Background: an optimization exercise with open tools, aiming at small area, a short achievable clock period and few clock cycles. Do not read the settings as production practice. In this exercise RTL edits were held to simulation tests only and were not proved equivalent to the original. Power figures rest on the tool's default switching activity, not on a simulated workload.

`flow/run.sh`:
```
#!/bin/bash
# synth_recipe.tcl (not shown) runs the flow's synth.tcl, then flattens the netlist and writes it again
# the make line also repeats each setting of config.mk as NAME=value (left out here)
make -C /OpenROAD-flow-scripts/flow DESIGN_CONFIG=/design/flow/config.mk WORK_HOME=/design/flow/orfs CLKGATE_MAP_FILE= SYNTH_SCRIPT=/design/flow/synth_recipe.tcl finish
```
`flow/config.mk`:
```
export PLATFORM = sky130hd
export DESIGN_NAME = sce_spu
export DESIGN_NICKNAME = sce_spu
export VERILOG_FILES = /design/flow/design.v
export SDC_FILE = /design/flow/constraint.sdc
export NUM_CORES = 4
export LEC_CHECK = 0
export CAP_MARGIN = 20
export CORE_MARGIN = 2
export CORE_UTILIZATION = 40
export PLACE_DENSITY = 0.6
export SLEW_MARGIN = 20
```
`flow/constraint.sdc`:
```
create_clock -name core_clock -period 11.0 [get_ports {clk}]
set_input_delay 2.2000 -clock core_clock [delete_from_list [all_inputs] [get_ports {clk}]]
set_output_delay 2.2000 -clock core_clock [all_outputs]
set_load 0.01 [all_outputs]
```
`flow/design.v`:
```
module sce_spu (
    input  wire         clk,
    input  wire         rst,
    input  wire         req_valid,
    output wire         req_ready,
    input  wire [127:0] req_word,
    input  wire         pay_valid,
    output wire         pay_ready,
    input  wire [7:0]   pay_data,
    output wire         tx_valid,
    input  wire         tx_ready,
    output wire [7:0]   tx_data,
    output wire         wr_req,
    output wire [17:0]  wr_len,
    output wire         rd_req,
    output wire [17:0]  rd_len,
    input  wire         tp_valid,
    input  wire [1:0]   tp_err,
    input  wire [31:0]  tp_info,
    input  wire         rx_valid,
    input  wire [7:0]   rx_data,
    output wire         slp_req,
    output wire [31:0]  slp_ms,
    input  wire         wake,
    output reg          res_valid,
    output reg  [1:0]   res_kind,
    output reg  [3:0]   res_code,
    output reg          dat_valid,
    output reg  [7:0]   dat_data,
    output wire [15:0]  status,
    output wire [24:0]  pincfg,
    output wire [31:0]  sckhz,
    output wire [17:0]  cbuf_len,
    output wire [17:0]  resp_owed,
    output wire [32:0]  elapsed,
    output wire [2:0]   fault_code,
    output wire [32:0]  fault_info0,
    output wire [32:0]  fault_info1,
    output wire [2:0]   cfault_code,
    output wire [32:0]  cfault_info0,
    output wire [32:0]  cfault_info1
);
    localparam [7:0] OPC_SET_LOW = 8'h80;
    localparam [7:0] OPC_OUT     = 8'h11;
    localparam [7:0] OPC_OUT_IN  = 8'h31;
    localparam [7:0] OPC_WAIT    = 8'h8F;
    localparam [7:0] DUMMY_BYTE  = 8'hFF;
    localparam [4:0] OP_CFG_PINS    = 5'h00;
    localparam [4:0] OP_CFG_CLOCK   = 5'h01;
    localparam [4:0] OP_CS_SELECT   = 5'h02;
    localparam [4:0] OP_CS_DESELECT = 5'h03;
    localparam [4:0] OP_DATA_OUT    = 5'h04;
    localparam [4:0] OP_DATA_OUT_IN = 5'h05;
    localparam [4:0] OP_WAIT_MASK   = 5'h06;
    localparam [4:0] OP_BYTES       = 5'h07;
    localparam [4:0] OP_FLUSH       = 5'h08;
    localparam [4:0] OP_IDENTIFY    = 5'h09;
    localparam [4:0] OP_POWER_UP    = 5'h0A;
    localparam [4:0] OP_POWER_DOWN  = 5'h0B;
    localparam [4:0] OP_WRITE_EN    = 5'h0C;
    localparam [4:0] OP_BULK_ERASE  = 5'h0D;
    localparam [4:0] OP_SECTOR_ERASE= 5'h0E;
    localparam [4:0] OP_PROGRAM_PAGE= 5'h0F;
    localparam [4:0] OP_READ        = 5'h10;
    localparam [4:0] OP_WAIT_READY  = 5'h11;
    localparam [3:0] R_ILLEGAL   = 4'd1;
    localparam [3:0] R_FAULTED   = 4'd2;
    localparam [3:0] R_NOTCONF   = 4'd3;
    localparam [3:0] R_BADCONFIG = 4'd4;
    localparam [3:0] R_BADLENGTH = 4'd5;
    localparam [3:0] R_PAGECROSS = 4'd6;
    localparam [3:0] R_ADDRRANGE = 4'd7;
    localparam [3:0] R_OVERFLOW  = 4'd8;
    localparam [3:0] R_ZEROPOLL  = 4'd9;
    localparam [2:0] F_SHORTWRITE = 3'd1;
    localparam [2:0] F_DISCONN    = 3'd2;
    localparam [2:0] F_DRIVER     = 3'd3;
    localparam [2:0] F_TIMEOUT    = 3'd4;
    localparam [1:0] K_OK      = 2'd0;
    localparam [1:0] K_REFUSED = 2'd1;
    localparam [1:0] K_FAULT   = 2'd2;
    localparam [2:0] S_IDLE  = 3'd0;
    localparam [2:0] S_EMIT  = 3'd1;
    localparam [2:0] S_WR    = 3'd2;
    localparam [2:0] S_RD    = 3'd3;
    localparam [2:0] S_SLEEP = 3'd4;
    localparam [4:0] P_SL0 = 5'd0,  P_SL1 = 5'd1,  P_SL2 = 5'd2;
    localparam [4:0] P_T0  = 5'd3,  P_T1  = 5'd4,  P_T2  = 5'd5;
    localparam [4:0] P_CMD = 5'd6;
    localparam [4:0] P_A2  = 5'd7,  P_A1  = 5'd8,  P_A0  = 5'd9;
    localparam [4:0] P_BODY= 5'd10;
    localparam [4:0] P_DS0 = 5'd11, P_DS1 = 5'd12, P_DS2 = 5'd13;
    localparam [4:0] P_W0  = 5'd14, P_W1  = 5'd15, P_W2  = 5'd16;
    reg [2:0] state;
    reg [4:0]  r_op;
    reg        r_pace;
    reg [23:0] r_addr;
    reg [16:0] r_n;
    reg [7:0]  dir_mask, val_sel, val_desel;
    reg        pins_valid;
    reg [31:0] sck_hz;
    reg [17:0] cb_len;
    reg [17:0] r_owed;
    reg [7:0]  status_byte;
    reg        status_valid;
    reg [32:0] elapsed_ms;
    reg [2:0]  flt_code;
    reg [32:0] flt_info0, flt_info1;
    reg [2:0]  cflt_code;
    reg [32:0] cflt_info0, cflt_info1;
    reg [4:0]  ph;
    reg        seg;
    reg [17:0] cnt;
    reg [63:0] pw;
    reg [5:0]  pc_cnt;
    reg        pc_sat;
    wire [31:0] poll_ms   = pw[31:0];
    wire [31:0] budget_ms = pw[63:32];
    assign req_ready = (state == S_IDLE);
    wire [4:0]  q_op   = req_word[4:0];
    wire        q_pace = req_word[5];
    wire [1:0]  q_rsv0 = req_word[7:6];
    wire [23:0] q_addr = req_word[31:8];
    wire [16:0] q_n    = req_word[48:32];
    wire [14:0] q_rsv1 = req_word[63:49];
    wire [31:0] q_a    = req_word[95:64];
    wire [31:0] q_b    = req_word[127:96];
    reg use_addr, use_n, use_a, use_b;
    always @(*) begin
        use_addr = 1'b0; use_n = 1'b0; use_a = 1'b0; use_b = 1'b0;
        case (q_op)
            OP_CFG_PINS, OP_CFG_CLOCK: use_a = 1'b1;
            OP_DATA_OUT, OP_DATA_OUT_IN, OP_WAIT_MASK, OP_BYTES: use_n = 1'b1;
            OP_SECTOR_ERASE: use_addr = 1'b1;
            OP_PROGRAM_PAGE: begin use_addr = 1'b1; use_n = 1'b1; use_a = q_pace; end
            OP_READ: begin use_addr = 1'b1; use_n = 1'b1; end
            OP_WAIT_READY: begin use_a = 1'b1; use_b = 1'b1; end
            default: ;
        endcase
    end
    wire illegal =
        (q_op > OP_WAIT_READY) ||
        (q_rsv0 != 2'b00) || (q_rsv1 != 15'd0) ||
        (q_pace && q_op != OP_PROGRAM_PAGE) ||
        (!use_addr && q_addr != 24'd0) ||
        (!use_n && q_n != 17'd0) ||
        (!use_a && q_a != 32'd0) ||
        (!use_b && q_b != 32'd0) ||
        (q_op == OP_CFG_PINS && q_a[31:24] != 8'd0);
    wire needs_pins = (q_op == OP_CS_SELECT) || (q_op == OP_CS_DESELECT) ||
                      (q_op >= OP_IDENTIFY && q_op <= OP_WAIT_READY);
    wire [7:0] cfg_x = q_a[15:8] ^ q_a[23:16];
    wire cfg_onehot = (cfg_x != 8'd0) && ((cfg_x & (cfg_x - 8'd1)) == 8'd0);
    wire cfg_bad = !cfg_onehot || ((cfg_x & q_a[7:0]) == 8'd0);
    wire n_zero     = (q_n == 17'd0);
    wire n_bad_xfer = n_zero || (q_n[16] && q_n[15:0] != 16'd0);
    wire n_bad_page = n_zero || (q_n > 17'd256);
    wire n_bad_read = n_zero || (q_n > 17'd65532);
    wire page_cross = ({1'b0, q_addr[7:0]} + q_n[8:0]) > 9'd256;
    wire addr_range = ({1'b0, q_addr} + {8'd0, q_n}) > 25'h1000000;
    reg        enc_n, rsp_n;
    reg [4:0]  enc_k;
    reg [2:0]  rsp_k;
    always @(*) begin
        enc_n = 1'b0; enc_k = 5'd0;
        rsp_n = 1'b0; rsp_k = 3'd0;
        case (q_op)
            OP_CS_SELECT, OP_CS_DESELECT, OP_DATA_OUT, OP_WAIT_MASK: enc_k = 5'd3;
            OP_DATA_OUT_IN: begin enc_k = 5'd3; rsp_n = 1'b1; end
            OP_BYTES: enc_n = 1'b1;
            OP_IDENTIFY: begin enc_k = 5'd13; rsp_k = 3'd4; end
            OP_POWER_UP, OP_POWER_DOWN, OP_WRITE_EN, OP_BULK_ERASE: enc_k = 5'd10;
            OP_SECTOR_ERASE: enc_k = 5'd13;
            OP_PROGRAM_PAGE: begin enc_n = 1'b1; enc_k = q_pace ? 5'd26 : 5'd23; end
            OP_READ: begin enc_n = 1'b1; enc_k = 5'd13; rsp_n = 1'b1; rsp_k = 3'd4; end
            OP_WAIT_READY: begin enc_k = 5'd11; rsp_k = 3'd2; end
            default: ;
        endcase
    end
    wire [16:0] enc_len = (enc_n ? q_n : 17'd0) + {12'd0, enc_k};
    wire [16:0] rsp_len = (rsp_n ? q_n : 17'd0) + {14'd0, rsp_k};
    wire [18:0] cb_sum  = {1'b0, cb_len} + {2'b00, enc_len};
    wire [18:0] ow_sum  = {1'b0, r_owed} + {2'b00, rsp_len};
    wire overflow = (cb_sum > 19'd131072) || (ow_sum > 19'd131072);
    reg [3:0] refuse;
    always @(*) begin
        refuse = 4'd0;
        if (illegal)
            refuse = R_ILLEGAL;
        else if (flt_code != 3'd0 && q_op != OP_POWER_DOWN)
            refuse = R_FAULTED;
        else if (needs_pins && !pins_valid)
            refuse = R_NOTCONF;
        else begin
            case (q_op)
                OP_CFG_PINS:  if (cfg_bad) refuse = R_BADCONFIG;
                OP_CFG_CLOCK: if (q_a == 32'd0) refuse = R_BADCONFIG;
                OP_DATA_OUT, OP_DATA_OUT_IN, OP_WAIT_MASK, OP_BYTES:
                    if (n_bad_xfer) refuse = R_BADLENGTH;
                OP_PROGRAM_PAGE:
                    if (n_bad_page) refuse = R_BADLENGTH;
                    else if (page_cross) refuse = R_PAGECROSS;
                    else if (q_pace && sck_hz == 32'd0) refuse = R_NOTCONF;
                OP_READ:
                    if (n_bad_read) refuse = R_BADLENGTH;
                    else if (addr_range) refuse = R_ADDRRANGE;
                OP_WAIT_READY:
                    if (q_a == 32'd0) refuse = R_ZEROPOLL;
                default: ;
            endcase
            if (refuse == 4'd0 && overflow)
                refuse = R_OVERFLOW;
        end
    end
    reg [4:0] q_ph0;
    always @(*) begin
        case (q_op)
            OP_CS_DESELECT: q_ph0 = P_DS0;
            OP_DATA_OUT, OP_DATA_OUT_IN, OP_WAIT_MASK: q_ph0 = P_T0;
            OP_BYTES: q_ph0 = P_BODY;
            default: q_ph0 = P_SL0;
        endcase
    end
    wire op_pp    = (r_op == OP_PROGRAM_PAGE);
    wire pp_main  = op_pp && seg;
    wire op_bytes = (r_op == OP_BYTES);
    wire t_in     = (r_op == OP_IDENTIFY) || (r_op == OP_READ) || (r_op == OP_WAIT_READY);
    wire is_prim  = (r_op == OP_DATA_OUT) || (r_op == OP_DATA_OUT_IN) || (r_op == OP_WAIT_MASK);
    wire has_addr = (r_op == OP_SECTOR_ERASE) || (r_op == OP_READ) || pp_main;
    wire body_n   = (r_op == OP_READ) || pp_main;
    wire from_pay = op_bytes || op_pp;
    wire pc_done  = (pc_cnt == 6'd0);
    wire [15:0] pc_q   = pw[24:9];
    wire [15:0] pc_cm1 = pc_sat ? 16'hFFFF : (pc_q == 16'd0) ? 16'd0 : pc_q - 16'd1;
    reg [15:0] t_mm1;
    always @(*) begin
        if (is_prim)
            t_mm1 = r_n[15:0] - 16'd1;
        else if (body_n)
            t_mm1 = r_n[15:0] + 16'd3;
        else if (r_op == OP_IDENTIFY || r_op == OP_SECTOR_ERASE)
            t_mm1 = 16'd3;
        else if (r_op == OP_WAIT_READY)
            t_mm1 = 16'd1;
        else
            t_mm1 = 16'd0;
    end
    reg [7:0] cmd_byte;
    always @(*) begin
        case (r_op)
            OP_IDENTIFY:     cmd_byte = 8'h9F;
            OP_POWER_UP:     cmd_byte = 8'hAB;
            OP_POWER_DOWN:   cmd_byte = 8'hB9;
            OP_WRITE_EN:     cmd_byte = 8'h06;
            OP_BULK_ERASE:   cmd_byte = 8'hC7;
            OP_SECTOR_ERASE: cmd_byte = 8'hD8;
            OP_PROGRAM_PAGE: cmd_byte = seg ? 8'h02 : 8'h06;
            OP_READ:         cmd_byte = 8'h03;
            default:         cmd_byte = 8'h05;
        endcase
    end
    reg [7:0] gen_byte;
    reg       gen_pay;
    reg       gen_wait;
    always @(*) begin
        gen_byte = 8'h00;
        gen_pay  = 1'b0;
        gen_wait = 1'b0;
        case (ph)
            P_SL0, P_DS0: gen_byte = OPC_SET_LOW;
            P_SL1:        gen_byte = val_sel;
            P_DS1:        gen_byte = val_desel;
            P_SL2, P_DS2: gen_byte = dir_mask;
            P_T0: begin
                if (r_op == OP_DATA_OUT)
                    gen_byte = OPC_OUT;
                else if (r_op == OP_WAIT_MASK)
                    gen_byte = OPC_WAIT;
                else if (r_op == OP_DATA_OUT_IN || t_in)
                    gen_byte = OPC_OUT_IN;
                else
                    gen_byte = OPC_OUT;
            end
            P_T1:  gen_byte = t_mm1[7:0];
            P_T2:  gen_byte = t_mm1[15:8];
            P_CMD: gen_byte = cmd_byte;
            P_A2:  gen_byte = r_addr[23:16];
            P_A1:  gen_byte = r_addr[15:8];
            P_A0:  gen_byte = r_addr[7:0];
            P_BODY: begin
                gen_byte = DUMMY_BYTE;
                gen_pay  = from_pay;
            end
            P_W0: begin
                gen_byte = OPC_WAIT;
                gen_wait = !pc_done;
            end
            P_W1:  gen_byte = pc_cm1[7:0];
            default: gen_byte = pc_cm1[15:8];
        endcase
    end
    wire emitting = (state == S_EMIT);
    assign tx_valid  = emitting && (gen_pay ? pay_valid : !gen_wait);
    assign tx_data   = gen_pay ? pay_data : gen_byte;
    assign pay_ready = emitting && gen_pay && tx_ready;
    wire   tx_fire   = tx_valid && tx_ready;
    wire cnt_last = (cnt == 18'd1);
    reg [4:0] ph_nx;
    reg       enc_end;
    reg       seg_nx;
    reg       load_cnt;
    always @(*) begin
        ph_nx    = ph + 5'd1;
        enc_end  = 1'b0;
        seg_nx   = seg;
        load_cnt = 1'b0;
        case (ph)
            P_SL2: enc_end = (r_op == OP_CS_SELECT);
            P_T2:  enc_end = is_prim;
            P_CMD: begin
                if (has_addr)
                    ph_nx = P_A2;
                else if (r_op == OP_IDENTIFY || r_op == OP_WAIT_READY) begin
                    ph_nx = P_BODY;
                    load_cnt = 1'b1;
                end else
                    ph_nx = P_DS0;
            end
            P_A0: begin
                if (body_n) begin
                    ph_nx = P_BODY;
                    load_cnt = 1'b1;
                end else
                    ph_nx = P_DS0;
            end
            P_BODY: begin
                ph_nx   = cnt_last ? P_DS0 : P_BODY;
                enc_end = cnt_last && op_bytes;
            end
            P_DS2: begin
                if (op_pp && !seg) begin
                    ph_nx  = P_SL0;
                    seg_nx = 1'b1;
                end else if (op_pp && r_pace)
                    ph_nx = P_W0;
                else
                    enc_end = 1'b1;
            end
            P_W2: enc_end = 1'b1;
            default: ;
        endcase
    end
    wire [17:0] body_len = body_n ? {1'b0, r_n} :
                           (r_op == OP_IDENTIFY) ? 18'd3 : 18'd1;
    wire immediate = (r_op >= OP_FLUSH) && (r_op != OP_PROGRAM_PAGE);
    assign wr_req  = (state == S_WR);
    assign wr_len  = cb_len;
    assign rd_req  = (state == S_RD);
    assign rd_len  = r_owed;
    assign slp_req = (state == S_SLEEP);
    assign slp_ms  = poll_ms;
    wire [32:0] elapsed_next = elapsed_ms + {1'b0, poll_ms};
    wire rd_dat = ((r_op == OP_IDENTIFY) && (cnt[17:2] == 16'd0) && (cnt[1:0] != 2'd0)) ||
                  ((r_op == OP_READ) && (cnt <= {1'b0, r_n}));
    wire is_wr = (r_op == OP_WAIT_READY);
    wire [1:0] spu_state = (state == S_SLEEP) ? 2'd3 :
                           (state == S_RD && is_wr) ? 2'd2 :
                           ((state == S_EMIT || state == S_WR) && is_wr) ? 2'd1 : 2'd0;
    assign status       = {status_byte, spu_state, status_valid, (sck_hz != 32'd0),
                           pins_valid, (cflt_code != 3'd0), (flt_code != 3'd0),
                           (state != S_IDLE)};
    assign pincfg       = {pins_valid, val_desel, val_sel, dir_mask};
    assign sckhz        = sck_hz;
    assign cbuf_len     = cb_len;
    assign resp_owed    = r_owed;
    assign elapsed      = elapsed_ms;
    assign fault_code   = flt_code;
    assign fault_info0  = flt_info0;
    assign fault_info1  = flt_info1;
    assign cfault_code  = cflt_code;
    assign cfault_info0 = cflt_info0;
    assign cfault_info1 = cflt_info1;
    task enter_fault(input [2:0] kind, input [32:0] i0, input [32:0] i1);
        begin
            if (flt_code == 3'd0) begin
                flt_code  <= kind;
                flt_info0 <= i0;
                flt_info1 <= i1;
            end else if (cflt_code == 3'd0) begin
                cflt_code  <= kind;
                cflt_info0 <= i0;
                cflt_info1 <= i1;
            end
            cb_len    <= 18'd0;
            r_owed    <= 18'd0;
            res_valid <= 1'b1;
            res_kind  <= K_FAULT;
            res_code  <= {1'b0, kind};
            state     <= S_IDLE;
        end
    endtask
    task finish_ok;
        begin
            res_valid <= 1'b1;
            res_kind  <= K_OK;
            res_code  <= 4'd0;
            state     <= S_IDLE;
        end
    endtask
    wire [32:0] pc_sum  = {1'b0, pw[63:32]} + (pw[0] ? {1'b0, sck_hz} : 33'd0);
    wire [14:0] pc_t    = {pw[38:25], pw[24]};
    wire        pc_ge   = (pc_t >= 15'd15625);
    wire [14:0] pc_tm   = pc_t - 15'd15625;
    wire [13:0] pc_r    = pc_ge ? pc_tm[13:0] : pc_t[13:0];
    always @(posedge clk) begin
        if (pc_cnt != 6'd0) begin
            pc_cnt <= (pc_cnt == 6'd48) ? 6'd0 : pc_cnt + 6'd1;
            if (pc_cnt <= 6'd32)
                pw <= {pc_sum, pw[31:1]};
            else begin
                if (pc_cnt == 6'd33)
                    pc_sat <= (pw[63:39] != 25'd0) || (pw[38:25] >= 14'd15625);
                pw[38:9] <= {pc_r, pw[23:9], pc_ge};
            end
        end
        if (state == S_IDLE && req_valid) begin
            pw     <= req_word[127:64];
            pc_cnt <= (q_op == OP_PROGRAM_PAGE && q_pace) ? 6'd1 : 6'd0;
        end
        if (rst)
            pc_cnt <= 6'd0;
    end
    always @(posedge clk) begin
        if (rst) begin
            state        <= S_IDLE;
            dir_mask     <= 8'd0;
            val_sel      <= 8'd0;
            val_desel    <= 8'd0;
            pins_valid   <= 1'b0;
            sck_hz       <= 32'd0;
            cb_len       <= 18'd0;
            r_owed       <= 18'd0;
            status_byte  <= 8'd0;
            status_valid <= 1'b0;
            elapsed_ms   <= 33'd0;
            flt_code     <= 3'd0;
            flt_info0    <= 33'd0;
            flt_info1    <= 33'd0;
            cflt_code    <= 3'd0;
            cflt_info0   <= 33'd0;
            cflt_info1   <= 33'd0;
            res_valid    <= 1'b0;
            res_kind     <= K_OK;
            res_code     <= 4'd0;
            dat_valid    <= 1'b0;
            dat_data     <= 8'd0;
        end else begin
            res_valid <= 1'b0;
            dat_valid <= 1'b0;
            case (state)
                S_IDLE: begin
                    if (req_valid) begin
                        r_op   <= q_op;
                        r_pace <= q_pace;
                        r_addr <= q_addr;
                        r_n    <= q_n;
                        ph     <= q_ph0;
                        seg    <= 1'b0;
                        cnt    <= {1'b0, q_n};
                        if (refuse != 4'd0) begin
                            res_valid <= 1'b1;
                            res_kind  <= K_REFUSED;
                            res_code  <= refuse;
                        end else begin
                            r_owed <= ow_sum[17:0];
                            case (q_op)
                                OP_CFG_PINS: begin
                                    dir_mask   <= q_a[7:0];
                                    val_sel    <= q_a[15:8];
                                    val_desel  <= q_a[23:16];
                                    pins_valid <= 1'b1;
                                    finish_ok;
                                end
                                OP_CFG_CLOCK: begin
                                    sck_hz <= q_a;
                                    finish_ok;
                                end
                                OP_FLUSH: begin
                                    if (cb_len == 18'd0)
                                        finish_ok;
                                    else
                                        state <= S_WR;
                                end
                                OP_WAIT_READY: begin
                                    elapsed_ms <= 33'd0;
                                    state      <= S_EMIT;
                                end
                                default: state <= S_EMIT;
                            endcase
                        end
                    end
                end
                S_EMIT: begin
                    if (tx_fire) begin
                        cb_len <= cb_len + 18'd1;
                        ph     <= ph_nx;
                        seg    <= seg_nx;
                        if (load_cnt)
                            cnt <= body_len;
                        else if (ph == P_BODY)
                            cnt <= cnt - 18'd1;
                        if (enc_end) begin
                            if (immediate)
                                state <= S_WR;
                            else
                                finish_ok;
                        end
                    end
                end
                S_WR: begin
                    cnt <= r_owed;
                    if (tp_valid) begin
                        case (tp_err)
                            2'd1: enter_fault(F_SHORTWRITE, {1'b0, tp_info}, {15'd0, cb_len});
                            2'd2: enter_fault(F_DISCONN, 33'd0, 33'd0);
                            2'd3: enter_fault(F_DRIVER, 33'd0, {1'b0, tp_info});
                            default: begin
                                if (r_owed != 18'd0)
                                    state <= S_RD;
                                else begin
                                    cb_len <= 18'd0;
                                    finish_ok;
                                end
                            end
                        endcase
                    end
                end
                S_RD: begin
                    if (tp_valid && tp_err != 2'd0) begin
                        if (tp_err == 2'd3)
                            enter_fault(F_DRIVER, 33'd1, {1'b0, tp_info});
                        else
                            enter_fault(F_DISCONN, 33'd1, 33'd0);
                    end else if (rx_valid) begin
                        cnt <= cnt - 18'd1;
                        if (rd_dat) begin
                            dat_valid <= 1'b1;
                            dat_data  <= rx_data;
                        end
                        if (is_wr && cnt_last) begin
                            status_byte  <= rx_data;
                            status_valid <= 1'b1;
                        end
                        if (cnt_last) begin
                            cb_len <= 18'd0;
                            r_owed <= 18'd0;
                            if (is_wr && rx_data[0])
                                state <= S_SLEEP;
                            else
                                finish_ok;
                        end
                    end
                end
                S_SLEEP: begin
                    ph  <= P_SL0;
                    if (wake) begin
                        elapsed_ms <= elapsed_next;
                        if (elapsed_next > {1'b0, budget_ms})
                            enter_fault(F_TIMEOUT, elapsed_next, {1'b0, budget_ms});
                        else begin
                            r_owed <= 18'd2;
                            state  <= S_EMIT;
                        end
                    end
                end
                default: state <= S_IDLE;
            endcase
        end
    end
endmodule
```
==> summary.txt, run 1 <==
Yosys
  – Post-synth top cells: nor2_1 (498), nand2_1 (394), a21oi_1 (334)
  – Post-synth EDFFs: 136
  – Syn_area_per_cell: about 7.8 um^2
  – Synthesized area: 0.0318 mm^2
  – Async set or reset register ratio after synthesis: 0%
  – Syn. warnings: 1
  – Synth Flop Type: dfxtp_1
  – Seq/Total Area, Yosys: roughly a third
  – Synth top area cells: dfxtp_1 (19%), edfxtp_1 (13%), ha_1 (7.6%), nor2_1 (5.9%), a21oi_1 (5.3%)
  – Most common cell in the netlist: nor2_1
  – Post-synth top area share: 18.7%
  – Syn Inst Count: a little over 4,000
  – Synth Register Bits: 434
  – Post-synth top area cell: dfxtp_1
  – Yosys cell types: 97

STA
  – Fmax: 108 MHz
  – Tcrit/Tclk final: 84.4%
  – Slew Viols, Final: 0
  – Fin. Hold Viols: 0
  – Skew final: 0.0281 ns
  – RSZ-0062 raised after global routing: no
  – Relative slew slack: about a quarter
  – Worst-Margin Slew: around 1.1 ns
  – Final setup TNS: 0 ns
  – # setup viols final: 0
  – Worst setup margin: 1.72 ns
  – Tmin final: 9.28 ns

Setup path
  – Critical path type: in -> reg
  – CP Capture Type: flop
  – Slowest stage delay, CP: 0.80 ns
  – Top cell by count, worst path: nor2_1
  – Worst path slowest cell: clkdlybuf4s50_1
  – CP Launch Type: input port
  – Max FO, Critical Path: 33
  – Worst reg-to-reg path cell count: 24
  – Req. time, crit path: 11.49 ns
  – Critical Path AT: 9.77 ns

Clock network
  – CTS HTree Levels: 2
  – Postcts setup bufs: 0
  – CTS sink cnt: approximately 430
  – Root Buffer: clkbuf_16
  – Post-cts resize count: 0
  – Worst skew pair latency: between 0.6 and 0.7 ns
  – Clock slew at reported path FFs: around 0.060 ns
  – Num CTS Buffers: 51
  – Maximum clock path buffer count: 3
  – CTS Hold Buffers Added: 0
  – CTS tree: built

Global route
  – GRT Util Overall: 34.0%
  – Vias in the first global route: 31,600
  – First-pass GRT wire length: 210,000 um
  – Largest net degree at the start of global routing: 89
  – Grt ovf: 0
  – Initial antenna violation count: 3

Floorplan
  – # IOs: 564
  – Initial Util: between 40% and 50%
  – Core Area: 0.0789 mm^2
  – FP Rows: 103
  – Die H: 286 um
  – Die W: 286 um
  – Area of the die: 0.0818 mm^2

Power
  – Leak Pwr: 15.0 nW
  – Tot Pwr: 4.29 mW
  – Power density cells: 107 mW/mm^2
  – Worst VDD drop: 119 uV

Finish
  – Final Util: 50.7%
  – Total Nets Final: ~4,900
  – Share of cells above drive strength 1: 4.76%
  – Layout area overhead: 25.6%

Worst hold path
  – Hold depth: 2
  – Tightest Hold Check Type: reg -> reg

Route
  – Final ANT Viol Nets: 0
  – DR WL/cell: 26.0 um
  – Routed WL: 146,000 um
  – DR pass1 iterations: 7
  – First DRT Iteration DRCs: 3,729
  – Vias: 34,100
  – Drc violations: 0
  – Via density: approximately 6.1

Place
  – Port Buffers: around 560
  – Setup WS pre-CTS: ~1.2 ns
  – Placer congestion estimate: 0.992
  – DPL Wire Length: 112,000 um

Job
  – Max_cap viols: 0

Status
  – Status: complete, no violations
[worst paths after layout]
path,start,to,slack [ns]
worst max register to register,pw[11],cflt_code[2],3.51
worst min-delay path,cflt_info1[32],cflt_info1[32],0.45
worst max-delay path,req_word[3],elapsed_ms[32],1.72
worst min register to register,cflt_info1[32],cflt_info1[32],0.45
[routing by layer]
metal	routed length, um	vias to the layer above	global-route usage, %
li1	-	15800	-
met2	66700	1857	55.3
met3	12800	357	5.05
met4	8770	2	18.2
met1	57300	16100	43.5
met5	13	-	0
[through the flow]
step | area, um^2 | std cells | hold WS [ns]
3_3_place_gp | 38200 | 5493 | 0.437
5_1_grt | 40000 | 5591 | 0.474
3_5_place_dp | 38200 | 5493 | 0.444
4_1_cts | 40000 | 5589 | 0.457
2_1_floorplan | 31800 | 4084 | 0.442
6_report | 40000 | 5591 | 0.454
[critical path, delay by kind of cell]
kind | cells | cell delay [ns]
buf+inv | 4 | 1.46
compound gates | 5 | 1.44
fa+ha+maj | 3 | 1.08
xor+xnor | 1 | 0.13
simple gates | 16 | 3.40
[placed cells by master, fill, tap and decap left out, types with 23 or more instances in the layout]
master           synthesis  routed
a311oi_1                23      23
nor2b_1                 51      51
nand4_1                 43      43
and2_1                  61      60
o21ai_0                245     244
nor4_1                  72      72
a22oi_1                 32      32
clkdlybuf4s50_1          0     562
dfxtp_1                298     298
a222oi_1                31      31
or3_1                   31      31
o2bb2ai_1               34      34
inv_1                  147     146
nand3_1                175     175
nor2_1                 498     494
ha_1                   193     192
a21o_1                  55      55
nand2b_1                41      41
mux2i_1                 48      48
o22ai_1                 35      35
a211oi_1                90      90
xnor2_1                107     107
xor2_1                  74      74
a31oi_1                 35      35
nand2_1                394     391
clkbuf_16                0      55
a21oi_1                334     333
and3_1                  44      44
nor3_1                 135     132
edfxtp_1               136     136
o21a_1                  30      30
buf_4                   41      73
[cell type report]
class	instances	area (um^2)
clock inverters	18	258
fillers	7808	38900
clock buffers	78	1540
multi-input cells	3224	20100
repair buffers	637	6200
well taps	1050	1310
inverters	149	561
flip-flops and latches	434	10000
diodes	1	2.50
[power breakdown]
| group | leakage, nW | switching (mW) | internal [mW] |
|---|---|---|---|
| clock network | 0.884 | 0.749 | 1.10 |
| logic | 10.4 | 0.414 | 0.261 |
| registers | 3.71 | 0.0712 | 1.69 |
| total | 15.0 | 1.23 | 3.05 |
[flip-flops by register name, indices dropped and copies added (netlist names), 17 cells and up]
register,flops
flt_info0,33
cflt_info0,33
r_owed,18
sck_hz,32
r_n,17
flt_info1,33
pw,64
r_addr,24
cb_len,18
elapsed_ms,33
cnt,18
cflt_info1,33
[logic make-up (layout without fill, tap and decap cells)]
group	Yosys count	in the layout	share of synthesized area, %
AO/OA/AOI/OAI	1153	1153	23.5
XOR/XNOR	181	181	4.98
adder cells (fa/ha/maj)	200	200	8.03
buffers and inverters	426	882	5.66
flip-flops	434	434	31.6
multiplexers	53	53	1.69
other	0	1	0
AND/OR/NAND/NOR	1637	1637	24.6
Testbench counts, summed over its fixed seeds: cycles 57,141.
==> inputs of run 2 (changes only) <==
--- a/flow/design.v
+++ b/flow/design.v
@@ -86,2 +86,3 @@
     localparam [2:0] S_SLEEP = 3'd4;
+    localparam [2:0] S_CHK   = 3'd5;
     localparam [4:0] P_SL0 = 5'd0,  P_SL1 = 5'd1,  P_SL2 = 5'd2;
@@ -94,2 +95,3 @@
     reg [2:0] state;
+    reg [3:0] rf_code;       
     reg [4:0]  r_op;
@@ -159,27 +161,38 @@
     wire page_cross = ({1'b0, q_addr[7:0]} + q_n[8:0]) > 9'd256;
-    wire addr_range = ({1'b0, q_addr} + {8'd0, q_n}) > 25'h1000000;
-    reg        enc_n, rsp_n;
-    reg [4:0]  enc_k;
-    reg [2:0]  rsp_k;
+    wire addr_range = (q_addr[23:16] == 8'hFF) &&
+                      (({1'b0, q_addr[15:0]} + q_n[15:0]) > 17'h10000);
+    wire [18:0] cb_room = 19'd131072 - {1'b0, cb_len};
+    wire [18:0] ow_room = 19'd131072 - {1'b0, r_owed};
+    wire [18:0] cb_room13 = cb_room - 19'd13;
+    wire [18:0] cb_room23 = cb_room - 19'd23;
+    wire [18:0] cb_room26 = cb_room - 19'd26;
+    wire [18:0] ow_room4  = ow_room - 19'd4;
+    function automatic n_over(input [16:0] n, input [18:0] room);
+        n_over = room[18] || ({2'b00, n} > room);
+    endfunction
+    reg overflow;
     always @(*) begin
-        enc_n = 1'b0; enc_k = 5'd0;
-        rsp_n = 1'b0; rsp_k = 3'd0;
         case (q_op)
-            OP_CS_SELECT, OP_CS_DESELECT, OP_DATA_OUT, OP_WAIT_MASK: enc_k = 5'd3;
-            OP_DATA_OUT_IN: begin enc_k = 5'd3; rsp_n = 1'b1; end
-            OP_BYTES: enc_n = 1'b1;
-            OP_IDENTIFY: begin enc_k = 5'd13; rsp_k = 3'd4; end
-            OP_POWER_UP, OP_POWER_DOWN, OP_WRITE_EN, OP_BULK_ERASE: enc_k = 5'd10;
-            OP_SECTOR_ERASE: enc_k = 5'd13;
-            OP_PROGRAM_PAGE: begin enc_n = 1'b1; enc_k = q_pace ? 5'd26 : 5'd23; end
-            OP_READ: begin enc_n = 1'b1; enc_k = 5'd13; rsp_n = 1'b1; rsp_k = 3'd4; end
-            OP_WAIT_READY: begin enc_k = 5'd11; rsp_k = 3'd2; end
-            default: ;
+            OP_CS_SELECT, OP_CS_DESELECT, OP_DATA_OUT, OP_WAIT_MASK:
+                overflow = (cb_len > 18'd131069);
+            OP_DATA_OUT_IN:
+                overflow = (cb_len > 18'd131069) || n_over(q_n, ow_room);
+            OP_BYTES:
+                overflow = n_over(q_n, cb_room);
+            OP_IDENTIFY:
+                overflow = (cb_len > 18'd131059) || (r_owed > 18'd131068);
+            OP_POWER_UP, OP_POWER_DOWN, OP_WRITE_EN, OP_BULK_ERASE:
+                overflow = (cb_len > 18'd131062);
+            OP_SECTOR_ERASE:
+                overflow = (cb_len > 18'd131059);
+            OP_PROGRAM_PAGE:
+                overflow = n_over(q_n, q_pace ? cb_room26 : cb_room23);
+            OP_READ:
+                overflow = n_over(q_n, cb_room13) || n_over(q_n, ow_room4);
+            OP_WAIT_READY:
+                overflow = (cb_len > 18'd131061) || (r_owed > 18'd131070);
+            default:
+                overflow = 1'b0;
         endcase
     end
-    wire [16:0] enc_len = (enc_n ? q_n : 17'd0) + {12'd0, enc_k};
-    wire [16:0] rsp_len = (rsp_n ? q_n : 17'd0) + {14'd0, rsp_k};
-    wire [18:0] cb_sum  = {1'b0, cb_len} + {2'b00, enc_len};
-    wire [18:0] ow_sum  = {1'b0, r_owed} + {2'b00, rsp_len};
-    wire overflow = (cb_sum > 19'd131072) || (ow_sum > 19'd131072);
     reg [3:0] refuse;
@@ -233,16 +246,18 @@
     wire [15:0] pc_q   = pw[24:9];
-    wire [15:0] pc_cm1 = pc_sat ? 16'hFFFF : (pc_q == 16'd0) ? 16'd0 : pc_q - 16'd1;
-    reg [15:0] t_mm1;
+    wire [15:0] pc_cm1 = pc_q;
+    reg [15:0] t_mm1_c, t_mm1;
     always @(*) begin
         if (is_prim)
-            t_mm1 = r_n[15:0] - 16'd1;
+            t_mm1_c = r_n[15:0] - 16'd1;
         else if (body_n)
-            t_mm1 = r_n[15:0] + 16'd3;
+            t_mm1_c = r_n[15:0] + 16'd3;
         else if (r_op == OP_IDENTIFY || r_op == OP_SECTOR_ERASE)
-            t_mm1 = 16'd3;
+            t_mm1_c = 16'd3;
         else if (r_op == OP_WAIT_READY)
-            t_mm1 = 16'd1;
+            t_mm1_c = 16'd1;
         else
-            t_mm1 = 16'd0;
+            t_mm1_c = 16'd0;
     end
+    always @(posedge clk)
+        t_mm1 <= t_mm1_c;
     reg [7:0] cmd_byte;
@@ -301,3 +316,5 @@
     end
-    wire emitting = (state == S_EMIT);
+    wire op_emits = (r_op != OP_CFG_PINS) && (r_op != OP_CFG_CLOCK) && (r_op != OP_FLUSH);
+    wire chk_ok   = (state == S_CHK) && (rf_code == 4'd0);
+    wire emitting = (state == S_EMIT) || (chk_ok && op_emits);
     assign tx_valid  = emitting && (gen_pay ? pay_valid : !gen_wait);
@@ -355,2 +372,12 @@
     wire immediate = (r_op >= OP_FLUSH) && (r_op != OP_PROGRAM_PAGE);
+    reg [16:0] rsp_len;
+    always @(*) begin
+        case (r_op)
+            OP_DATA_OUT_IN: rsp_len = r_n;
+            OP_IDENTIFY:    rsp_len = 17'd4;
+            OP_READ:        rsp_len = r_n + 17'd4;
+            OP_WAIT_READY:  rsp_len = 17'd2;
+            default:        rsp_len = 17'd0;
+        endcase
+    end
     assign wr_req  = (state == S_WR);
@@ -362,2 +389,5 @@
     wire [32:0] elapsed_next = elapsed_ms + {1'b0, poll_ms};
+    reg tmo;
+    always @(posedge clk)
+        tmo <= (elapsed_next > {1'b0, budget_ms});
     wire rd_dat = ((r_op == OP_IDENTIFY) && (cnt[17:2] == 16'd0) && (cnt[1:0] != 2'd0)) ||
@@ -416,5 +446,7 @@
         if (pc_cnt != 6'd0) begin
-            pc_cnt <= (pc_cnt == 6'd48) ? 6'd0 : pc_cnt + 6'd1;
+            pc_cnt <= (pc_cnt == 6'd49) ? 6'd0 : pc_cnt + 6'd1;
             if (pc_cnt <= 6'd32)
                 pw <= {pc_sum, pw[31:1]};
+            else if (pc_cnt == 6'd49)
+                pw[24:9] <= pc_sat ? 16'hFFFF : (pc_q == 16'd0) ? 16'd0 : pc_q - 16'd1;
             else begin
@@ -462,59 +494,48 @@
                     if (req_valid) begin
-                        r_op   <= q_op;
-                        r_pace <= q_pace;
-                        r_addr <= q_addr;
-                        r_n    <= q_n;
-                        ph     <= q_ph0;
-                        seg    <= 1'b0;
-                        cnt    <= {1'b0, q_n};
-                        if (refuse != 4'd0) begin
-                            res_valid <= 1'b1;
-                            res_kind  <= K_REFUSED;
-                            res_code  <= refuse;
-                        end else begin
-                            r_owed <= ow_sum[17:0];
-                            case (q_op)
-                                OP_CFG_PINS: begin
-                                    dir_mask   <= q_a[7:0];
-                                    val_sel    <= q_a[15:8];
-                                    val_desel  <= q_a[23:16];
-                                    pins_valid <= 1'b1;
-                                    finish_ok;
-                                end
-                                OP_CFG_CLOCK: begin
-                                    sck_hz <= q_a;
-                                    finish_ok;
-                                end
-                                OP_FLUSH: begin
-                                    if (cb_len == 18'd0)
-                                        finish_ok;
-                                    else
-                                        state <= S_WR;
-                                end
-                                OP_WAIT_READY: begin
-                                    elapsed_ms <= 33'd0;
-                                    state      <= S_EMIT;
-                                end
-                                default: state <= S_EMIT;
-                            endcase
-                        end
+                        r_op    <= q_op;
+                        r_pace  <= q_pace;
+                        r_addr  <= q_addr;
+                        r_n     <= q_n;
+                        ph      <= q_ph0;
+                        seg     <= 1'b0;
+                        cnt     <= {1'b0, q_n};
+                        rf_code <= refuse;
+                        state   <= S_CHK;
                     end
                 end
-                S_EMIT: begin
-                    if (tx_fire) begin
-                        cb_len <= cb_len + 18'd1;
-                        ph     <= ph_nx;
-                        seg    <= seg_nx;
-                        if (load_cnt)
-                            cnt <= body_len;
-                        else if (ph == P_BODY)
-                            cnt <= cnt - 18'd1;
-                        if (enc_end) begin
-                            if (immediate)
-                                state <= S_WR;
-                            else
+                S_CHK: begin
+                    if (rf_code != 4'd0) begin
+                        res_valid <= 1'b1;
+                        res_kind  <= K_REFUSED;
+                        res_code  <= rf_code;
+                        state     <= S_IDLE;
+                    end else begin
+                        case (r_op)
+                            OP_CFG_PINS: begin
+                                dir_mask   <= pw[7:0];
+                                val_sel    <= pw[15:8];
+                                val_desel  <= pw[23:16];
+                                pins_valid <= 1'b1;
                                 finish_ok;
-                        end
+                            end
+                            OP_CFG_CLOCK: begin
+                                sck_hz <= pw[31:0];
+                                finish_ok;
+                            end
+                            OP_FLUSH: begin
+                                if (cb_len == 18'd0)
+                                    finish_ok;
+                                else
+                                    state <= S_WR;
+                            end
+                            default: begin
+                                r_owed <= r_owed + {1'b0, rsp_len};
+                                if (r_op == OP_WAIT_READY)
+                                    elapsed_ms <= 33'd0;
+                                state <= S_EMIT;
+                            end
+                        endcase
                     end
                 end
+                S_EMIT: ;
                 S_WR: begin
@@ -567,3 +588,3 @@
                         elapsed_ms <= elapsed_next;
-                        if (elapsed_next > {1'b0, budget_ms})
+                        if (tmo)
                             enter_fault(F_TIMEOUT, elapsed_next, {1'b0, budget_ms});
@@ -577,2 +598,17 @@
             endcase
+            if (emitting && tx_fire) begin
+                cb_len <= cb_len + 18'd1;
+                ph     <= ph_nx;
+                seg    <= seg_nx;
+                if (load_cnt)
+                    cnt <= body_len;
+                else if (ph == P_BODY)
+                    cnt <= cnt - 18'd1;
+                if (enc_end) begin
+                    if (immediate)
+                        state <= S_WR;
+                    else
+                        finish_ok;
+                end
+            end
         end
==> run 2 against run 1 <==
Against the previous run:
- die area is 8.2% higher
- clock skew is 0.027 ns higher
- first-iteration DRC count is 5.2% higher
- sequential share of layout area is 0.56 points lower
- register-to-register slack better by 1.5 ns
- setup slack better by 2.7 ns
- synthesized cell count is 9.1% higher
- utilization is 0.55 points lower
==> summary.txt, run 2 <==
Status
  – Status: complete, no violations

Setup path
  – CP Launch Type: input port
  – CP Capture Type: flop
  – Critical Path AT: 7.11 ns (-2.66 ns)
  – Req. time, crit path: 11.50 ns (about the same)
  – Critical path type: in -> reg
  – Max FO, Critical Path: 10 (-70%)

Route
  – Via density: 6.13 (+0.47%)
  – DR pass1 iterations: 6 (-1)
  – Routed WL: 155,000 um (+6.8%)
  – Vias: 36,900 (+8.1%)
  – DR WL/cell: 25.8 um (-0.78%)
  – Drc violations: 0 (unchanged)
  – Final ANT Viol Nets: 0 (unchanged)
  – First DRT Iteration DRCs: 3,924 (+5.2%)

STA
  – # setup viols final: 0 (unchanged)
  – Worst-Margin Slew: 1.13 ns (+0.0123 ns)
  – Tmin final: 6.61 ns (-2.68 ns)
  – Fmax: 151 MHz (+40%)
  – Slew Viols, Final: 0 (unchanged)
  – Final setup TNS: 0 ns (unchanged)
  – RSZ-0062 raised after global routing: no
  – Tcrit/Tclk final: 60.1% (-24 points)
  – Fin. Hold Viols: 0 (unchanged)
  – Skew final: 0.0553 ns (+0.0271 ns)
  – Relative slew slack: 24.9% (-0.74 points)

Finish
  – Multi-input logic area: 0.0222 mm^2 (+11%)
  – Fillers: 8,513 (+9.0%)
  – Max reg flops: 64 (unchanged)
  – Commonest non-fill, non-tap cell in the layout: clkdlybuf4s50_1
  – Ant. Diodes: 0 (-1)
  – Total Nets Final: 5,263 (+7.8%)
  – Register area: 0.0105 mm^2 (+4.6%)
  – Share of cells above drive strength 1: 5.15% (+0.39 points)
  – Layout area overhead: 23.9%
  – Most frequent cells in the layout: clkdlybuf4s50_1 (562), a21oi_1 (519), nand2_1 (492), nor2_1 (433), dfxtp_1 (315)
  – Largest Register: pw

Clock network
  – Root Buffer: clkbuf_16
  – CTS Hold Buffers Added: 0 (unchanged)
  – CTS sink cnt: 455 (+4.8%)
  – Maximum clock path buffer count: 3 (unchanged)
  – Num CTS Buffers: 55 (+7.8%)
  – Postcts setup bufs: 0 (unchanged)
  – Clock slew at reported path FFs: 0.06 ns (about the same)
  – CTS HTree Levels: 2 (unchanged)
  – Post-cts resize count: 0 (unchanged)
  – Worst skew pair latency: 0.66 ns (+0.04 ns)
  – CTS tree: built

Global route
  – First-pass GRT wire length: 229,000 um (+8.6%)
  – Vias in the first global route: 34,400 (+8.8%)
  – Initial antenna violation count: 6 (+3)
  – Grt ovf: 0 (unchanged)
  – Largest net degree at the start of global routing: 86 (-3.4%)
  – GRT Util Overall: 33.6% (-0.41 points)

Yosys
  – Syn Inst Count: 4,457 (+9.1%)
  – Most common cell in the netlist: a21oi_1
  – Yosys cell types: 96 (-1.0%)
  – Syn. warnings: 1 (unchanged)
  – Post-synth top cells: a21oi_1 (519), nand2_1 (494), nor2_1 (440)
  – Synth top area cells: dfxtp_1 (18%), edfxtp_1 (12%), ha_1 (8.9%), a21oi_1 (7.5%), nand2_1 (5.4%)
  – Post-synth EDFFs: 140 (+2.9%)
  – Synthesized area: 0.0345 mm^2 (+8.4%)
  – Synth Flop Type: dfxtp_1
  – Seq/Total Area, Yosys: 30.5% (-1.1 points)
  – Post-synth top area cell: dfxtp_1
  – Async set or reset register ratio after synthesis: 0% (unchanged)
  – Syn_area_per_cell: 7.74 um^2 (-0.71%)
  – Synth Register Bits: 455 (+4.8%)
  – Post-synth top area share: 18.3% (-0.46 points)

Floorplan
  – FP Rows: 107 (+3.9%)
  – # IOs: 564 (unchanged)
  – Area of the die: 0.0886 mm^2 (+8.2%)
  – Initial Util: 40.4% (+0.084 points)
  – Die W: 298 um (+4.0%)
  – Core Area: 0.0853 mm^2 (+8.1%)
  – Die H: 298 um (+4.0%)

Power
  – Worst VDD drop: 148 uV (+25%)
  – Leak Pwr: 16.2 nW (+8.4%)
  – Tot Pwr: 6.05 mW (+41%)
  – Power density cells: 142 mW/mm^2 (+32%)

Place
  – Port Buffers: 563 (unchanged)
  – Placer congestion estimate: 0.965 (-2.7%)
  – DPL Wire Length: 118,000 um (+5.4%)

Worst hold path
  – Tightest Hold Check Type: reg -> reg

Job
  – Max_cap viols: 0 (unchanged)
## run 2: cell types whose count changed after synthesis, moves of 26 or more
cell       previous run  this run
a21oi_1             334       519
nand2_1             394       494
clkbuf_1            188       259
nand3_1             175       110
nor2_1              498       440
ha_1                193       245
a31oi_1              35        81
a22oi_1              32        65
o2bb2ai_1            34         1
a211oi_1             90        61
buf_2                32         6
## run 2: cells by family (layout without fill, tap and decap cells)
kind of cell / after synthesis / after routing / synth area share, %
simple gates: 1652 / 1652 / 23.0
mux: 27 / 27 / 0.798
buf+inv: 474 / 890 / 5.61
fa+ha+maj: 257 / 257 / 9.35
xor+xnor: 201 / 201 / 5.58
compound gates: 1391 / 1391 / 25.2
flops: 455 / 455 / 30.5
## run 2: worst max-delay path, stage by stage
cell             delay [ns]
clkdlybuf4s50_1        0.84
ha_1                   0.59
o21ai_0                0.10
o21ai_0                0.55
a311o_1                0.25
o311ai_0               0.15
a2111oi_0              0.42
nand4b_1               0.16
a2111oi_0              0.84
o31ai_1                0.26
or4_1                  0.55
a21oi_1                0.17
## run 2: area by class of cell
cell class	instances	area share [%]
inverter	151	1.33
multi-input combinational	3528	51.8
tap	1144	3.35
timing repair buffer	637	14.5
clock inverter	22	0.433
sequential	455	24.6
clock buffer	80	3.97
## run 2: final timing paths
path	start	depth (start not counted)	to	slack, ns
hold / removal	status_valid	2	status_valid	0.47
setup / recovery	req_word[35]	12	rf_code[3]	4.39
hold reg to reg	status_valid	2	status_valid	0.47
setup reg to reg	cb_len[1]	19	rf_code[3]	5.00
## run 2: report_power, final
part,total [mW],internal (mW),switching (mW)
combinational,2.00,0.809,1.19
clock,1.89,1.08,0.812
sequential,2.17,1.89,0.273
total,6.05,3.78,2.27
## run 2: stage by stage
stage	area [um^2]	utilization (%)	hold WS [ns]	instances	setup slack (ns)
6_report	42700	50.1	0.469	6017	4.39
5_1_grt	42700	50.1	0.483	6017	4.21
4_1_cts	42700	50.1	0.469	6017	4.49
3_5_place_dp	40900	47.9	0.459	5915	3.84
3_3_place_gp	40800	47.9	0.449	5915	3.86
2_1_floorplan	34500	-	0.442	4457	5.43
## run 2: per-layer routing
metal	track usage [%]	share of wire, %	wire, um	vias to the layer above
met5	0	0.037	58	-
met4	17.0	5.7	8850	10
met3	4.66	7.9	12300	372
met2	55.2	46	71700	1882
met1	43.1	40	62600	17600
li1	-	-	-	17100
Testbench counts of run 2, summed over its fixed seeds: cycles 57,189.
==> inputs of run 3 (changes only) <==
--- a/flow/design.v
+++ b/flow/design.v
@@ -163,11 +163,4 @@
                       (({1'b0, q_addr[15:0]} + q_n[15:0]) > 17'h10000);
-    wire [18:0] cb_room = 19'd131072 - {1'b0, cb_len};
-    wire [18:0] ow_room = 19'd131072 - {1'b0, r_owed};
-    wire [18:0] cb_room13 = cb_room - 19'd13;
-    wire [18:0] cb_room23 = cb_room - 19'd23;
-    wire [18:0] cb_room26 = cb_room - 19'd26;
-    wire [18:0] ow_room4  = ow_room - 19'd4;
-    function automatic n_over(input [16:0] n, input [18:0] room);
-        n_over = room[18] || ({2'b00, n} > room);
-    endfunction
+    wire [18:0] cb_n = {1'b0, cb_len} + {2'b00, q_n};
+    wire [18:0] ow_n = {1'b0, r_owed} + {2'b00, q_n};
     reg overflow;
@@ -178,5 +171,5 @@
             OP_DATA_OUT_IN:
-                overflow = (cb_len > 18'd131069) || n_over(q_n, ow_room);
+                overflow = (cb_len > 18'd131069) || (ow_n > 19'd131072);
             OP_BYTES:
-                overflow = n_over(q_n, cb_room);
+                overflow = (cb_n > 19'd131072);
             OP_IDENTIFY:
@@ -188,5 +181,5 @@
             OP_PROGRAM_PAGE:
-                overflow = n_over(q_n, q_pace ? cb_room26 : cb_room23);
+                overflow = q_pace ? (cb_n > 19'd131046) : (cb_n > 19'd131049);
             OP_READ:
-                overflow = n_over(q_n, cb_room13) || n_over(q_n, ow_room4);
+                overflow = (cb_n > 19'd131059) || (ow_n > 19'd131068);
             OP_WAIT_READY:
@@ -412,13 +405,40 @@
     assign cfault_info1 = cflt_info1;
-    task enter_fault(input [2:0] kind, input [32:0] i0, input [32:0] i1);
-        begin
+    wire tp_bad  = tp_valid && (tp_err != 2'd0);
+    wire f_wr    = (state == S_WR) && tp_bad;
+    wire f_rd    = (state == S_RD) && tp_bad;
+    wire f_slp   = (state == S_SLEEP) && wake && tmo;
+    wire f_ev    = f_wr || f_rd || f_slp;
+    wire f_short = f_wr && (tp_err == 2'd1);
+    wire f_drv   = (f_wr || f_rd) && (tp_err == 2'd3);
+    wire [2:0]  f_kind = f_slp ? F_TIMEOUT :
+                         f_drv ? F_DRIVER :
+                         f_short ? F_SHORTWRITE : F_DISCONN;
+    wire [32:0] f_i0 = ({33{f_short}} & {1'b0, tp_info}) |
+                       {32'd0, f_rd} |
+                       ({33{f_slp}} & elapsed_next);
+    wire [32:0] f_i1 = ({33{f_short}} & {15'd0, cb_len}) |
+                       ({33{f_drv}} & {1'b0, tp_info}) |
+                       ({33{f_slp}} & {1'b0, budget_ms});
+    always @(posedge clk) begin
+        if (rst) begin
+            flt_code   <= 3'd0;
+            flt_info0  <= 33'd0;
+            flt_info1  <= 33'd0;
+            cflt_code  <= 3'd0;
+            cflt_info0 <= 33'd0;
+            cflt_info1 <= 33'd0;
+        end else if (f_ev) begin
             if (flt_code == 3'd0) begin
-                flt_code  <= kind;
-                flt_info0 <= i0;
-                flt_info1 <= i1;
+                flt_code  <= f_kind;
+                flt_info0 <= f_i0;
+                flt_info1 <= f_i1;
             end else if (cflt_code == 3'd0) begin
-                cflt_code  <= kind;
-                cflt_info0 <= i0;
-                cflt_info1 <= i1;
+                cflt_code  <= f_kind;
+                cflt_info0 <= f_i0;
+                cflt_info1 <= f_i1;
             end
+        end
+    end
+    task enter_fault;
+        begin
             cb_len    <= 18'd0;
@@ -427,3 +447,3 @@
             res_kind  <= K_FAULT;
-            res_code  <= {1'b0, kind};
+            res_code  <= {1'b0, f_kind};
             state     <= S_IDLE;
@@ -477,8 +497,2 @@
             elapsed_ms   <= 33'd0;
-            flt_code     <= 3'd0;
-            flt_info0    <= 33'd0;
-            flt_info1    <= 33'd0;
-            cflt_code    <= 3'd0;
-            cflt_info0   <= 33'd0;
-            cflt_info1   <= 33'd0;
             res_valid    <= 1'b0;
@@ -542,16 +556,11 @@
                     cnt <= r_owed;
-                    if (tp_valid) begin
-                        case (tp_err)
-                            2'd1: enter_fault(F_SHORTWRITE, {1'b0, tp_info}, {15'd0, cb_len});
-                            2'd2: enter_fault(F_DISCONN, 33'd0, 33'd0);
-                            2'd3: enter_fault(F_DRIVER, 33'd0, {1'b0, tp_info});
-                            default: begin
-                                if (r_owed != 18'd0)
-                                    state <= S_RD;
-                                else begin
-                                    cb_len <= 18'd0;
-                                    finish_ok;
-                                end
-                            end
-                        endcase
+                    if (tp_bad)
+                        enter_fault;
+                    else if (tp_valid) begin
+                        if (r_owed != 18'd0)
+                            state <= S_RD;
+                        else begin
+                            cb_len <= 18'd0;
+                            finish_ok;
+                        end
                     end
@@ -559,8 +568,5 @@
                 S_RD: begin
-                    if (tp_valid && tp_err != 2'd0) begin
-                        if (tp_err == 2'd3)
-                            enter_fault(F_DRIVER, 33'd1, {1'b0, tp_info});
-                        else
-                            enter_fault(F_DISCONN, 33'd1, 33'd0);
-                    end else if (rx_valid) begin
+                    if (tp_bad)
+                        enter_fault;
+                    else if (rx_valid) begin
                         cnt <= cnt - 18'd1;
@@ -589,3 +595,3 @@
                         if (tmo)
-                            enter_fault(F_TIMEOUT, elapsed_next, {1'b0, budget_ms});
+                            enter_fault;
                         else begin
==> flow/flow/run.sh (new file) <==
#!/bin/bash
# Layout: the standard flow (standard.sh, unchanged synthesis and steps),
# with plain sky130_fd_sc_hd__buf_1 cells as the port buffers instead of the
# default delay buffers. make's full output goes to standard.log; each ORFS
# step keeps its own log under orfs/logs/.
set -euo pipefail
cd "$(dirname "$0")/.."
export BUFFER_PORTS_ARGS="-buffer_cell sky130_fd_sc_hd__buf_1"
bash standard.sh > standard.log 2>&1
==> flow/standard.sh (new file) <==
#!/bin/bash
# synth_recipe.tcl (not shown) runs the flow's synth.tcl, then flattens the netlist and writes it again
# the make line also repeats each setting of config.mk as NAME=value (left out here)
make -C /OpenROAD-flow-scripts/flow DESIGN_CONFIG=/design/flow/config.mk WORK_HOME=/design/flow/orfs CLKGATE_MAP_FILE= SYNTH_SCRIPT=/design/flow/synth_recipe.tcl "${@:-finish}"
--- a/flow/config.mk
+++ b/flow/config.mk
@@ -9,4 +9,4 @@
 export CORE_MARGIN = 2
-export CORE_UTILIZATION = 40
-export PLACE_DENSITY = 0.6
+export CORE_UTILIZATION = 70
+export PLACE_DENSITY = 0.75
 export SLEW_MARGIN = 20
removed: flow/run.sh
==> run 3 against run 2 <==
Against the previous run:
- clock power decreased by 2%
- still clean
- cell count decreased by 19%
- first-iteration DRC count increased by 47%
- critical path type is now reg -> out
- via count decreased by 7.3%
==> summary.txt, run 3 <==
Global route
  – Largest net degree at the start of global routing: 105 (+22%)
  – First-pass GRT wire length: 180,000 um (-21%)
  – GRT Util Overall: 51.8% (+18 points)
  – Grt ovf: 0 (unchanged)
  – Vias in the first global route: 30,800 (-11%)
  – Initial antenna violation count: 18 (+12)

Yosys
  – Post-synth top area cell: dfxtp_1
  – Synth top area cells: dfxtp_1 (20%), edfxtp_1 (14%), ha_1 (8.2%), nor2_1 (5.8%), a21oi_1 (5.1%)
  – Seq/Total Area, Yosys: 34.0% (+3.5 points)
  – Most common cell in the netlist: nor2_1
  – Post-synth top area share: 20.3% (+2.1 points)
  – Async set or reset register ratio after synthesis: 0% (unchanged)
  – Post-synth EDFFs: 140 (unchanged)
  – Synth Flop Type: dfxtp_1
  – Synth Register Bits: 453 (-0.44%)
  – Post-synth top cells: nor2_1 (479), nand2_1 (363), a21oi_1 (313), dfxtp_1 (313), ha_1 (203)
  – Syn_area_per_cell: 8.06 um^2 (+4.2%)
  – Syn Inst Count: 3,823 (-14%)
  – Yosys cell types: 94 (-2.1%)
  – Syn. warnings: 1 (unchanged)
  – Synthesized area: 0.0308 mm^2 (-11%)

Setup path
  – Req. time, crit path: 8.80 ns (-2.70 ns)
  – Critical Path AT: 4.03 ns (-3.08 ns)
  – Critical path type: reg -> out
  – Slowest stage delay, CP: 0.48 ns (-0.36 ns)
  – Max FO, Critical Path: 10 (unchanged)
  – CP Launch Type: flop
  – CP Capture Type: primary output
  – Top cell by count, worst path: ha_1
  – Critical-path cell list: ha_1, and3_1, ha_1, o21bai_1, o21ai_0, a41o_1, a31o_2, a2111oi_0, nor2_1, buf_1
  – Worst path slowest cell: a2111oi_0

Finish
  – Total Nets Final: 4,626 (-12%)
  – Most frequent cells in the layout: buf_1 (560), nor2_1 (474), nand2_1 (362), dfxtp_1 (313), a21oi_1 (312)
  – Largest Register: pw
  – Share of cells above drive strength 1: 4.75% (-0.40 points)
  – Fillers: 3,065 (-64%)
  – Final Non-Filler Cells: 4,872 (-19%)
  – Multi-input logic area: 0.0187 mm^2 (-15%)
  – Commonest non-fill, non-tap cell in the layout: buf_1
  – Layout area overhead: 13.2%
  – Register area: 0.0105 mm^2 (-0.38%)
  – Max reg flops: 64 (unchanged)

Clock network
  – Clock slew at reported path FFs: 0.07 ns (about the same)
  – CTS HTree Levels: 2 (unchanged)
  – Maximum clock path buffer count: 3 (unchanged)
  – CTS sink cnt: 453 (-0.44%)
  – Worst skew pair latency: 0.65 ns (about the same)
  – CTS Hold Buffers Added: 0 (unchanged)
  – Num CTS Buffers: 49 (-11%)
  – Postcts setup bufs: 0 (unchanged)
  – CTS tree: built
  – Post-cts resize count: 0 (unchanged)
  – Root Buffer: clkbuf_16

Floorplan
  – FP Rows: 76 (-29%)
  – Core Area: 0.0433 mm^2 (-49%)
  – # IOs: 564 (unchanged)
  – Area of the die: 0.0457 mm^2 (-48%)
  – Die W: 214 um (-28%)
  – Die H: 214 um (-28%)
  – Initial Util: 71.2% (+31 points)

STA
  – Tcrit/Tclk final: 56.6% (-3.4 points)
  – Fmax: 161 MHz (+6.1%)
  – Fin. Hold Viols: 0 (unchanged)
  – Tmin final: 6.23 ns (-0.379 ns)
  – Worst-Margin Slew: 1.18 ns (+0.0530 ns)
  – Relative slew slack: 21.4% (-3.5 points)
  – Final hold slack: 0.467 ns (-0.00222 ns)
  – Slew Viols, Final: 0 (unchanged)
  – RSZ-0062 raised after global routing: no
  – # setup viols final: 0 (unchanged)
  – Final setup TNS: 0 ns (unchanged)
  – Skew final: 0.0499 ns (-0.00538 ns)

Route
  – Drc violations: 0 (unchanged)
  – Routed WL: 123,000 um (-21%)
  – DR pass1 iterations: 11 (+5)
  – Final ANT Viol Nets: 0 (unchanged)
  – DR WL/cell: 25.2 um (-2.4%)
  – Vias: 34,200 (-7.3%)
  – First DRT Iteration DRCs: 5,769 (+47%)
  – Via density: 7.02 (+14%)

Place
  – Dpl cells: 4,765 (-19%)
  – Port Buffers: 561 (-0.36%)
  – Placer congestion estimate: 1.09 (+13%)
  – DPL Wire Length: 89,800 um (-24%)

Worst hold path
  – Tightest Hold Check Type: reg -> reg

Power
  – Worst VDD drop: 150 uV (+1.4%)
  – Tot Pwr: 4.83 mW (-20%)
  – Leak Pwr: 13.2 nW (-19%)
  – Power density cells: 138 mW/mm^2 (-2.3%)

Job
  – Max_cap viols: 0 (unchanged)

Status
  – Status: complete, no violations
-- run 3: final timing paths --
path,startpoint,endpoint,slack (ns),cells after the start
setup / recovery,ph[0],tx_data[7],4.77,10
hold reg to reg,status_valid,status_valid,0.47,2
setup reg to reg,pw[0],tmo,5.38,20
hold / removal,status_valid,status_valid,0.47,2
-- run 3: cell type report --
type / count / area share [%]
Clock inverter: 20 / 0.779
Sequential cell: 453 / 30.0
Tap cell: 585 / 2.10
Timing Repair Buffer: 619 / 7.30
Multi-Input combinational cell: 2975 / 53.8
Inverter: 133 / 1.43
Clock buffer: 71 / 4.48
Antenna cell: 16 / 0.115
-- run 3: power by group --
| group | internal [mW] | switching (mW) | total (mW) |
|---|---|---|---|
| registers | 1.83 | 0.170 | 2.00 |
| clock network | 1.08 | 0.778 | 1.85 |
| logic | 0.339 | 0.635 | 0.974 |
| total | 3.24 | 1.58 | 4.83 |
-- run 3: per-layer routing --
metal	routed length (um)	vias up	track usage, %	part of all wire [%]
met5	108	-	0.539	0.088
li1	-	14900	-	-
met4	13300	14	44.3	11
met2	51400	2920	76.6	42
met1	40900	15500	61.7	33
met3	17200	863	15.3	14
-- run 3: kinds of logic after synthesis --
kind of cell / count (synthesis) / share of synthesized area [%]
AOI/OAI and AO/OA: 1169 / 25.0
xor gates and xnor gates: 171 / 4.86
adders and majority gates: 210 / 8.67
buffers and inverters: 396 / 5.39
DFF: 453 / 34.0
muxes: 26 / 0.853
other: 1 / 0.0122
and+or+nand+nor: 1397 / 21.2
-- run 3: worst max-delay path: cells and delay by family (launching register included) --
| kind | cells | cell delay, ns |
|---|---|---|
| AO/OA/AOI/OAI | 5 | 1.74 |
| adder cells (fa/ha/maj) | 2 | 0.78 |
| buffers and inverters | 1 | 0.15 |
| flip-flops | 1 | 0.43 |
| AND/OR/NAND/NOR | 2 | 0.32 |
-- run 3: metrics by stage --
| step | utilization (%) | area, um^2 | setup WS (ns) |
|---|---|---|---|
| 2_1_floorplan | - | 30800 | 5.60 |
| 3_3_place_gp | 76.2 | 33000 | 4.91 |
| 3_5_place_dp | 76.2 | 33000 | 4.85 |
| 4_1_cts | 80.5 | 34800 | 4.87 |
| 5_1_grt | 80.5 | 34800 | 4.68 |
| 6_report | 80.6 | 34900 | 4.77 |
Testbench counts of run 3, summed over its fixed seeds: cycles 57,189.

[what the ideal ports hide]
In the flow no input, the clock included, has a driving cell. The finished layouts below were timed again as built, in two steps. Step 1, drivers: a clkbuf_16 drives clk and a buf_2 each remaining input, both assumed. Step 2 times the ports against the registers' clock, not the clock port: input delays grow and output delays shrink by t, the midpoint of the rising clock arrivals with the driver on. Three values: ideal ports, drivers, drivers and shift; two values: the first two.
run	shift t [ns]	setup slack, ns	worst register clock-pin slew, ns
run 1	0.673	1.716 / 1.753 / 1.079	0.07 / 0.07
run 2	0.701	4.392 / 4.442 / 3.742	0.06 / 0.06
run 3	0.681	4.771 / 4.709 / 4.669	0.07 / 0.07
After both steps every run listed still meets setup and hold. For run 2, which loses most, drivers alone change the setup slack by +0.050 ns; drivers and shift together by -0.650 ns.
